What follows belongs to an exercise in optimizing a design on an open flow for small area, a short achievable clock period and few clock cycles per item; a production flow would make more cautious choices.
Function was checked by simulation only, so behaviour that the tests miss may differ from the original.
Power is estimated from default activity; no workload was simulated.

## ghash_acc
module ghash_acc (
    input  wire         clk,
    input  wire         rst,         
    input  wire         in_valid,
    output wire         in_ready,
    input  wire [1:0]   in_op,
    input  wire [127:0] in_data,
    output wire [127:0] y,
    output wire         y_valid
);
    reg [127:0] h_q;      
    reg [127:0] x_q;      
    reg [127:0] z_q;      
    reg [2:0]   cnt_q;    
    reg         busy_q;
    reg         last_q;   
    reg         hz_q;     
    reg         rdy_q;    
    reg         nrdy_q;   
    reg         yv_q;     
    assign in_ready = rdy_q;
    assign y_valid  = yv_q;
    assign y        = z_q;
    wire accept = in_valid && !nrdy_q;
    wire start  = accept && in_op == 2'd0 && !hz_q && !rst;
    wire clr    = rst || (accept && in_op != 2'd2);
    wire busy_n = !rst && (start || (busy_q && !last_q));
    wire [2:0] cnt_n = (rst || !busy_q) ? 3'd0 : cnt_q + 3'd1;
    reg [44:0] hx_q;
    wire [44:0] hx_n;
    assign hx_n[0] = (in_data[0] ^ in_data[121]);
    assign hx_n[1] = (in_data[0] ^ in_data[126]);
    assign hx_n[2] = (in_data[0] ^ in_data[127]);
    assign hx_n[3] = (in_data[1] ^ in_data[122]);
    assign hx_n[4] = ((in_data[0] ^ in_data[1]) ^ in_data[127]);
    assign hx_n[5] = (in_data[0] ^ in_data[1]);
    assign hx_n[6] = (in_data[2] ^ in_data[123]);
    assign hx_n[7] = ((in_data[0] ^ in_data[1]) ^ in_data[2]);
    assign hx_n[8] = (in_data[1] ^ in_data[2]);
    assign hx_n[9] = (in_data[3] ^ in_data[124]);
    assign hx_n[10] = ((in_data[1] ^ in_data[2]) ^ in_data[3]);
    assign hx_n[11] = (in_data[2] ^ in_data[3]);
    assign hx_n[12] = (in_data[4] ^ in_data[125]);
    assign hx_n[13] = ((in_data[2] ^ in_data[3]) ^ in_data[4]);
    assign hx_n[14] = (in_data[3] ^ in_data[4]);
    assign hx_n[15] = ((in_data[0] ^ in_data[5]) ^ in_data[126]);
    assign hx_n[16] = ((in_data[3] ^ in_data[4]) ^ in_data[5]);
    assign hx_n[17] = (in_data[4] ^ in_data[5]);
    assign hx_n[18] = ((in_data[0] ^ in_data[1]) ^ (in_data[6] ^ in_data[127]));
    assign hx_n[19] = ((in_data[4] ^ in_data[5]) ^ in_data[6]);
    assign hx_n[20] = (in_data[5] ^ in_data[6]);
    assign hx_n[21] = ((in_data[0] ^ in_data[1]) ^ (in_data[2] ^ in_data[7]));
    assign hx_n[22] = ((in_data[5] ^ in_data[6]) ^ in_data[7]);
    assign hx_n[23] = (in_data[6] ^ in_data[7]);
  ...
export LEC_CHECK = 0
export CAP_MARGIN = 20
export CORE_MARGIN = 2
export CORE_UTILIZATION = 55
export PLACE_DENSITY = 0.7
export SETUP_SLACK_MARGIN = 2.3
export SLEW_MARGIN = 20
create_clock -name core_clock -period 5.0 [get_ports {clk}]
standard.sh (not shown) runs the stock make flow with config.mk's settings and CLKGATE_MAP_FILE= SYNTH_SCRIPT=/design/flow/synth_recipe.tcl, a recipe that flattens the netlist after the stock synthesis.
==> flow/flow/run.sh <==
#!/bin/bash
# The standard layout (standard.sh: the ORFS flow with the standard synthesis),
# with the port buffers made of sky130_fd_sc_hd__buf_4 instead of the cell
# buffer_ports picks by default. make's full output goes to standard_flow.log;
# each ORFS step keeps its own log under orfs/logs/.
set -euo pipefail
export BUFFER_PORTS_ARGS="-buffer_cell sky130_fd_sc_hd__buf_4"
bash standard.sh > standard_flow.log 2>&1
Testbench counts at the start, summed over its fixed seeds: cycles 21,234, items 2,506.
Edit:
- SETUP_SLACK_MARGIN: 2.3 -> 2.5
Core utilization went up by 5.1 points.
Cell area went up by about 8%.
Worst setup slack improved by 24 ps.
Clock skew goes up by 7.7 ps.
Power goes up by 3.5%.
Via count is higher by about 6%.
Edit:
==> flow/run.sh (new file) <==
#!/bin/bash
# synth_recipe.tcl (not shown) runs the flow's synth.tcl, then flattens the netlist and writes it again
# the make line also repeats each setting of config.mk as NAME=value (left out here)
make -C /OpenROAD-flow-scripts/flow DESIGN_CONFIG=/design/flow/config.mk WORK_HOME=/design/flow/orfs CLKGATE_MAP_FILE= SYNTH_SCRIPT=/design/flow/synth_recipe.tcl finish
- CORE_UTILIZATION: 55 -> 65
- PLACE_DENSITY: 0.7 -> 0.75
- SETUP_SLACK_MARGIN: 2.5 -> 2.3
removed: flow/flow/run.sh
removed: flow/standard.sh
Outcome: Register-to-register slack got worse by 90 ps; wire length drops by a few percent; utilization went up by 7.3 points; fmax fell by a few percent; worst setup slack is worse by 88 ps; first-iteration DRC count increases by roughly a tenth; global-route usage rises by 6.1 points; final area is lower by a few percent; final cell count is lower by a few percent; worst hold slack stays flat.
Edit:
==> flow/flow/run.sh (new file) <==
#!/bin/bash
# The standard layout (standard.sh: the ORFS flow with the standard synthesis),
# with the port buffers made of sky130_fd_sc_hd__buf_4 instead of the cell
# buffer_ports picks by default. make's full output goes to standard_flow.log;
# each ORFS step keeps its own log under orfs/logs/.
set -euo pipefail
export BUFFER_PORTS_ARGS="-buffer_cell sky130_fd_sc_hd__buf_4"
bash standard.sh > standard_flow.log 2>&1
==> flow/standard.sh (new file) <==
#!/bin/bash
# synth_recipe.tcl (not shown) runs the flow's synth.tcl, then flattens the netlist and writes it again
# the make line also repeats each setting of config.mk as NAME=value (left out here)
make -C /OpenROAD-flow-scripts/flow DESIGN_CONFIG=/design/flow/config.mk WORK_HOME=/design/flow/orfs CLKGATE_MAP_FILE= SYNTH_SCRIPT=/design/flow/synth_recipe.tcl "${@:-finish}"
- CORE_UTILIZATION: 65 -> 45
- PLACE_DENSITY: 0.75 -> 0.6
removed: flow/run.sh
Outcome: Register-to-register slack improved by 80 ps. Synthesized area stays the same. Worst hold slack got worse by 14 ps.


v18:
Starting RTL as in the previous note.
## ghash_acc
module ghash_acc (
    input  wire         clk,
    input  wire         rst,         
    input  wire         in_valid,
    output wire         in_ready,
    input  wire [1:0]   in_op,
    input  wire [127:0] in_data,
    output wire [127:0] y,
    output wire         y_valid
);
clock: 5.0 ns
lec_check: 0
cap_margin: 20
core_margin: 2
core_utilization: 55
place_density: 0.7
setup_slack_margin: 2.2
slew_margin: 20
==> flow/flow/run.sh <==
#!/bin/bash
# The standard layout (standard.sh: the ORFS flow with the standard synthesis),
# with the port buffers made of sky130_fd_sc_hd__buf_4 instead of the cell
# buffer_ports picks by default. make's full output goes to standard_flow.log;
# each ORFS step keeps its own log under orfs/logs/.
set -euo pipefail
export BUFFER_PORTS_ARGS="-buffer_cell sky130_fd_sc_hd__buf_4"
bash standard.sh > standard_flow.log 2>&1
Looking at the reports, v18 completed the entire flow and the layout it produced met the timing, design-rule and antenna checks.
Testbench counts of v18, summed over its fixed seeds: cycles 21,234, items 2,506.
The following lists how v51 was set up differently from v18:
- a change of SETUP_SLACK_MARGIN from 2.2 to 2.3
==> flow/run.sh (new file) <==
#!/bin/bash
# synth_recipe.tcl (not shown) runs the flow's synth.tcl, then flattens the netlist and writes it again
# the make line also repeats each setting of config.mk as NAME=value (left out here)
make -C /OpenROAD-flow-scripts/flow DESIGN_CONFIG=/design/flow/config.mk WORK_HOME=/design/flow/orfs CLKGATE_MAP_FILE= SYNTH_SCRIPT=/design/flow/synth_recipe.tcl finish
removed: flow/flow/run.sh
removed: flow/standard.sh
Results
v51 finished all stages; the layout is clean. Compared with v18, v51 shows a lower portion of total power attributed to sequential cells. Run comparison: v51 startpoint-to-endpoint class of the critical path reg -> out; v18 startpoint-to-endpoint class of the critical path in -> reg. Measured against each other, v51 and v18 differ in post-synthesis to final-layout area growth, the higher figure coming from v51. Wire length of the first global-routing pass, v51 vs v18: up slightly. Per the comparison of v51 with v18, count of max-cap constraint violations held steady, arrival time at the worst endpoint shrank by 1.64 ns. Going from v18 to v51, the delay contributed by the slowest stage of the critical path was found to have gone down by 0.12 ns. v51 against v18: multi-input gate share of total cell area fell 2.9 points; switching fraction of total power fell 0.27 points; placed standard-cell area rose about 1.4%.
Changes in v57 relative to v51:
- a change of CORE_UTILIZATION from 55 to 50
- a change of PLACE_DENSITY from 0.7 to 0.65
==> flow/flow/run.sh (new file) <==
#!/bin/bash
# The standard layout (standard.sh: the ORFS flow with the standard synthesis),
# with the port buffers made of sky130_fd_sc_hd__buf_4 instead of the cell
# buffer_ports picks by default. make's full output goes to standard_flow.log;
# each ORFS step keeps its own log under orfs/logs/.
set -euo pipefail
export BUFFER_PORTS_ARGS="-buffer_cell sky130_fd_sc_hd__buf_4"
bash standard.sh > standard_flow.log 2>&1
==> flow/standard.sh (new file) <==
#!/bin/bash
# synth_recipe.tcl (not shown) runs the flow's synth.tcl, then flattens the netlist and writes it again
# the make line also repeats each setting of config.mk as NAME=value (left out here)
make -C /OpenROAD-flow-scripts/flow DESIGN_CONFIG=/design/flow/config.mk WORK_HOME=/design/flow/orfs CLKGATE_MAP_FILE= SYNTH_SCRIPT=/design/flow/synth_recipe.tcl "${@:-finish}"
removed: flow/run.sh
Notes after the runs:
On routed wire length, v57 does better than v51. Cmp v57 vs v51: per-cell via count in the routed design lower in v57. From v51 to v57 the numbers moved as follows: initial cell density of the core fell by 5.0 points; combinational power lost about 6%; total power roughly the same. met1 wire length in v57 is 7.1% higher than in v51. On cell internal power dissipation, v57 and v51 are basically level. In the metrics for v57 and v51, the one carrying the higher sum of met3 wire segment lengths after detailed routing is v51. Global routing met1 resource utilization down 3.3 points in v57 wrt v51. Between v57 and v51, it is v57 whose arrival time at the worst endpoint is higher, by 1.47 ns.

port drivers added, routing unchanged:
No port has a modelled driver above. Below, the same layouts with a new extraction and two added sets of constraints.
Step 1, drivers: a clkbuf_16 drives clk and a buf_2 each remaining input, both assumed.
Step 2, shift: input delay + t, output delay - t, t = (earliest + latest rising clock arrival at the registers) / 2. This alone moves slack from input paths to output paths.
Three values: ideal, step 1, step 2; two values: the first two.
| run | shift t [ns] | slack for setup (ns) | worst hold slack (ns) | latest minus earliest clock arrival (ns) |
|---|---|---|---|---|
| the first run of note 1 | 0.708 | 2.281 / 2.281 / 1.777 | 0.460 / 0.460 / 0.460 | 0.026 / 0.027 |
| the second run of note 1 | 0.714 | 2.305 / 2.305 / 1.921 | 0.457 / 0.457 / 0.457 | 0.034 / 0.034 |
| the third run of note 1 | 0.696 | 2.217 / 2.217 / 1.743 | 0.459 / 0.459 / 0.459 | 0.022 / 0.022 |
| the fourth run of note 1 | 0.734 | 2.301 / 2.301 / 1.751 | 0.446 / 0.446 / 0.446 | 0.028 / 0.028 |
| v18 | 0.712 | 2.172 / 2.196 / 1.508 | 0.454 / 0.454 / 0.454 | 0.028 / 0.027 |
| v51 | 0.722 | 2.288 / 2.217 / 1.614 | 0.453 / 0.453 / 0.453 | 0.033 / 0.033 |
| v57 | 0.709 | 2.332 / 2.332 / 1.847 | 0.456 / 0.456 / 0.456 | 0.027 / 0.026 |
After both steps every run listed still meets setup and hold. For v51, which loses most, drivers alone change the setup slack by -0.071 ns; drivers and shift together by -0.674 ns.
